Source: an optimization exercise on an open RTL-to-GDS flow (aim: small area, a short achievable clock period and few clock cycles). Production flows keep margins and buffers that such runs may drop.
Function was checked by simulation only, so behaviour that the tests miss may differ from the original.

==> inputs of 11-21 <==
Design lzw_encoder, start of the top module:
module lzw_encoder (
    input  wire       clk,
    input  wire       rst,         
    input  wire       in_valid,
    output wire       in_ready,
    input  wire [7:0] in_data,
    input  wire       in_last,
    output wire       out_valid,
    input  wire       out_ready,
    output wire [8:0] out_code,
    output wire       out_last,
    output wire       out_err
);
==> module lzw_encoder, before the edit <==
module lzw_encoder (
    input  wire       clk,
    input  wire       rst,         
    input  wire       in_valid,
    output wire       in_ready,
    input  wire [7:0] in_data,
    input  wire       in_last,
    output wire       out_valid,
    input  wire       out_ready,
    output wire [8:0] out_code,
    output wire       out_last,
    output wire       out_err
);
    localparam [2:0] S_FIRST  = 3'd0,   
                     S_NEXT   = 3'd1,   
                     S_SEARCH = 3'd2,   
                     S_EMIT   = 3'd3,   
                     S_FLUSH  = 3'd4,   
                     S_DRAIN  = 3'd5;   
    reg [8:0] dict_prefix [0:255];
    reg [7:0] dict_byte   [0:255];
    reg [2:0] state;
    reg [9:0] size;        
    reg [8:0] w;           
    reg [7:0] c;           
    reg       c_last;      
    reg [9:0] idx;         
    wire full      = size[9];
    wire in_fire   = in_valid & in_ready;
    wire out_fire  = out_valid & out_ready;
    wire [7:0] slot     = idx[7:0];
    wire       at_end   = (idx == size);
    wire       match    = (dict_prefix[slot] == w) && (dict_byte[slot] == c);
    assign in_ready  = (state == S_FIRST) || (state == S_NEXT) || (state == S_DRAIN);
    assign out_valid = (state == S_EMIT) || (state == S_FLUSH);
    assign out_code  = w;
    assign out_last  = (state == S_FLUSH) || ((state == S_EMIT) && full);
    assign out_err   = (state == S_EMIT) && full;
    always @(posedge clk) begin
        if (rst) begin
            state  <= S_FIRST;
            size   <= 10'd256;
            w      <= 9'd0;
            c      <= 8'd0;
            c_last <= 1'b0;
            idx    <= 10'd0;
        end else begin
            case (state)
                S_FIRST: if (in_fire) begin
                    size <= 10'd256;
                    w    <= {1'b0, in_data};
                    state <= in_last ? S_FLUSH : S_NEXT;
                end
                S_NEXT: if (in_fire) begin
                    c      <= in_data;
                    c_last <= in_last;
                    idx    <= 10'd256;
                    state  <= S_SEARCH;
                end
                S_SEARCH: begin
                    if (at_end) begin
                        state <= S_EMIT;
                    end else if (match) begin
                        w     <= idx[8:0];
                        state <= c_last ? S_FLUSH : S_NEXT;
                    end else begin
                        idx <= idx + 10'd1;
                    end
                end
                S_EMIT: if (out_fire) begin
                    if (full) begin
                        state <= c_last ? S_FIRST : S_DRAIN;
                    end else begin
                        size  <= size + 10'd1;
                        w     <= {1'b0, c};
                        state <= c_last ? S_FLUSH : S_NEXT;
                    end
                end
                S_FLUSH: if (out_fire) begin
                    state <= S_FIRST;
                end
                S_DRAIN: if (in_fire && in_last) begin
                    state <= S_FIRST;
                end
                default: state <= S_FIRST;
            endcase
        end
    end
    always @(posedge clk) begin
        if (!rst && state == S_EMIT && out_fire && !full) begin
            dict_prefix[size[7:0]] <= w;
            dict_byte[size[7:0]]   <= c;
        end
    end
endmodule
Settings: LEC_CHECK=0, CAP_MARGIN=20, CORE_MARGIN=2, CORE_UTILIZATION=45, SLEW_MARGIN=20; clock period 8.0 ns.
run.sh (not shown) runs the stock make flow with config.mk's settings and CLKGATE_MAP_FILE= SYNTH_SCRIPT=/design/flow/synth_recipe.tcl, a recipe that flattens the netlist after the stock synthesis.
==> inputs of 05-24, as changes to 11-21 <==
==> flow/design.v (replaced) <==
module lzw_encoder (
    input  wire       clk,
    input  wire       rst,         
    input  wire       in_valid,
    output wire       in_ready,
    input  wire [7:0] in_data,
    input  wire       in_last,
    output wire       out_valid,
    input  wire       out_ready,
    output wire [8:0] out_code,
    output wire       out_last,
    output wire       out_err
);
    reg [8:0] dict_prefix [0:255];
    reg [7:0] dict_byte   [0:255];
    reg       v0;
    reg [7:0] c0;
    reg       l0;
    reg       first;       
    reg       drop;        
    reg [8:0] n;           
    reg [8:0] w;           
    reg [1:0]  qcnt;
    reg [10:0] q0, q1, q2;    
    wire full = n[8];
    wire room = ~qcnt[1];                  
    wire proc = v0 & room;                 
    assign in_ready  = ~v0 | room;
    assign out_valid = (qcnt != 2'd0);
    assign out_code  = q0[8:0];
    assign out_last  = q0[9];
    assign out_err   = q0[10];
    reg [15:0]  hi_gt, hi_eq, lo_gt;
    reg [255:0] valid;
    reg [255:0] m;
    reg         hit;
    reg [7:0]   idx;
    integer j, b, k;
    always @* begin
        for (k = 0; k < 16; k = k + 1) begin
            hi_gt[k] = full | (n[7:4] > k);
            hi_eq[k] = (n[7:4] == k);
            lo_gt[k] = (n[3:0] > k);
        end
        for (j = 0; j < 256; j = j + 1)
            valid[j] = ~first & (hi_gt[j / 16] | (hi_eq[j / 16] & lo_gt[j % 16]));
        for (j = 0; j < 256; j = j + 1)
            m[j] = valid[j] && (dict_prefix[j] == w) && (dict_byte[j] == c0);
        hit = |m;
        for (b = 0; b < 8; b = b + 1) begin
            idx[b] = 1'b0;
            for (j = 0; j < 256; j = j + 1)
                if (j[b]) idx[b] = idx[b] | m[j];
        end
    end
    wire        miss   = ~first & ~hit;
    wire [8:0]  w_next = {hit, hit ? idx : c0};
    wire        va = ~drop & (l0 | miss);
    wire [10:0] da = {miss & full, miss ? full : l0, miss ? w : w_next};
    wire        vb = ~drop & miss & ~full & l0;
    wire [10:0] db = {1'b0, 1'b1, 1'b0, c0};
    wire        ea = proc & va;
    wire        eb = proc & vb;
    wire in_fire  = in_valid & in_ready;
    wire out_fire = out_valid & out_ready;
    always @(posedge clk) begin
        if (rst) begin
            v0    <= 1'b0;
            first <= 1'b1;
            drop  <= 1'b0;
            n     <= 9'd0;
            w     <= 9'd0;
        end else begin
            if (in_fire) begin
                v0 <= 1'b1;
                c0 <= in_data;
                l0 <= in_last;
            end else if (proc) begin
                v0 <= 1'b0;
            end
            if (proc) begin
                if (drop) begin
                    if (l0) begin
                        drop  <= 1'b0;
                        first <= 1'b1;
                        n     <= 9'd0;
                    end
                end else begin
                    w <= w_next;
                    if (l0) begin
                        first <= 1'b1;
                        n     <= 9'd0;
                    end else begin
                        first <= 1'b0;
                        if (miss) begin
                            if (full) drop <= 1'b1;
                            else      n <= n + 9'd1;
                        end
                    end
                end
            end
        end
    end
    always @(posedge clk) begin
        if (!full) begin
            dict_prefix[n[7:0]] <= w;
            dict_byte[n[7:0]]   <= c0;
        end
    end
    reg [1:0]  cnt1;
    reg [10:0] s0, s1, s2;
    always @* begin
        s0 = out_fire ? q1 : q0;
        s1 = out_fire ? q2 : q1;
        s2 = q2;
        cnt1 = qcnt - {1'b0, out_fire};
        case (cnt1)
            2'd0: begin s0 = da; s1 = db; end
            2'd1: begin s1 = da; s2 = db; end
            2'd2: s2 = da;
            default: ;
        endcase
    end
    always @(posedge clk) begin
        if (rst) qcnt <= 2'd0;
        else     qcnt <= cnt1 + {1'b0, ea} + {1'b0, eb};
        q0 <= s0;
        q1 <= s1;
        q2 <= s2;
    end
endmodule
--- a/flow/config.mk
+++ b/flow/config.mk
@@ -5,7 +5,9 @@
 export SDC_FILE = /design/flow/constraint.sdc
 export NUM_CORES = 4
 export LEC_CHECK = 0
+export ABC_CLOCK_PERIOD_IN_PS = 4500
 export CAP_MARGIN = 20
 export CORE_MARGIN = 2
 export CORE_UTILIZATION = 45
+export SETUP_SLACK_MARGIN = 3.0
 export SLEW_MARGIN = 20
==> comparison table <==
| item | 11-21 | 05-24 |
|---|---|---|
| Status | timing/DRC/antenna clean | timing/DRC/antenna clean |
| CP peak stage delay | 1.10 ns | 0.67 ns |
| Footprint of the flip-flops and latches | 132000 sq um | 132000 sq um |
| Data required time at the worst endpoint | 8.94 ns | 8.76 ns |
| Area of the multi-input gates | 38300 sq um | 57000 sq um |
| Non-clock buffering overhead | 0.0203 | 0.0503 |
| Sequential fraction of total cell area | 0.678 | 0.595 |
| Number of signal-net inverters in the final layout | 12 | 21 |
| Placement Setup Slack | 1.37 ns | 1.18 ns |
| Total of clock buffers placed in the layout | 535 | 573 |
| Number of antenna violations at the first check in global routing | 27 | 57 |
| End-of-flow core utilization | 0.509 | 0.521 |
| Simple logic cell fraction of the synthesized area | 0.0249 | 0.0683 |
| Area grow syn2layout | 12.9% | 15.5% |
| Fraction of the yosys area taken by sequential cells | 0.765 | 0.687 |
| R2r worst-path depth | 13 | 14 |
Testbench counts of 11-21, summed over its fixed seeds: cycles 540,263.
Testbench counts of 05-24, summed over its fixed seeds: cycles 9,447.

-- afterwards: timing with drivers on the ports --
The results above use ideal ports. As a check the final layouts listed here were re-extracted and re-timed, cells and wires unchanged.
Step 1 sets driving cells, clkbuf_16 on the clock port and buf_2 on the other inputs (assumed; they add their load-dependent delay and slew).
Step 2 moves the port delays by t, midway between the first and last clock arrival at a register: inputs arrive t later, outputs are due t later. That takes back most of the time a late clock gives input paths.
Three values: ideal ports, drivers, drivers and shift; two values: the first two.
run	t, ns	slack for setup (ns)	worst register clock-pin slew, ns	worst slew at a driven data input, ns
11-21	1.107	1.129 / 1.129 / 1.129	0.07 / 0.07	0.07
05-24	1.115	2.876 / 2.876 / 2.876	0.07 / 0.07	0.06
After both steps setup and hold are still met in every run listed.
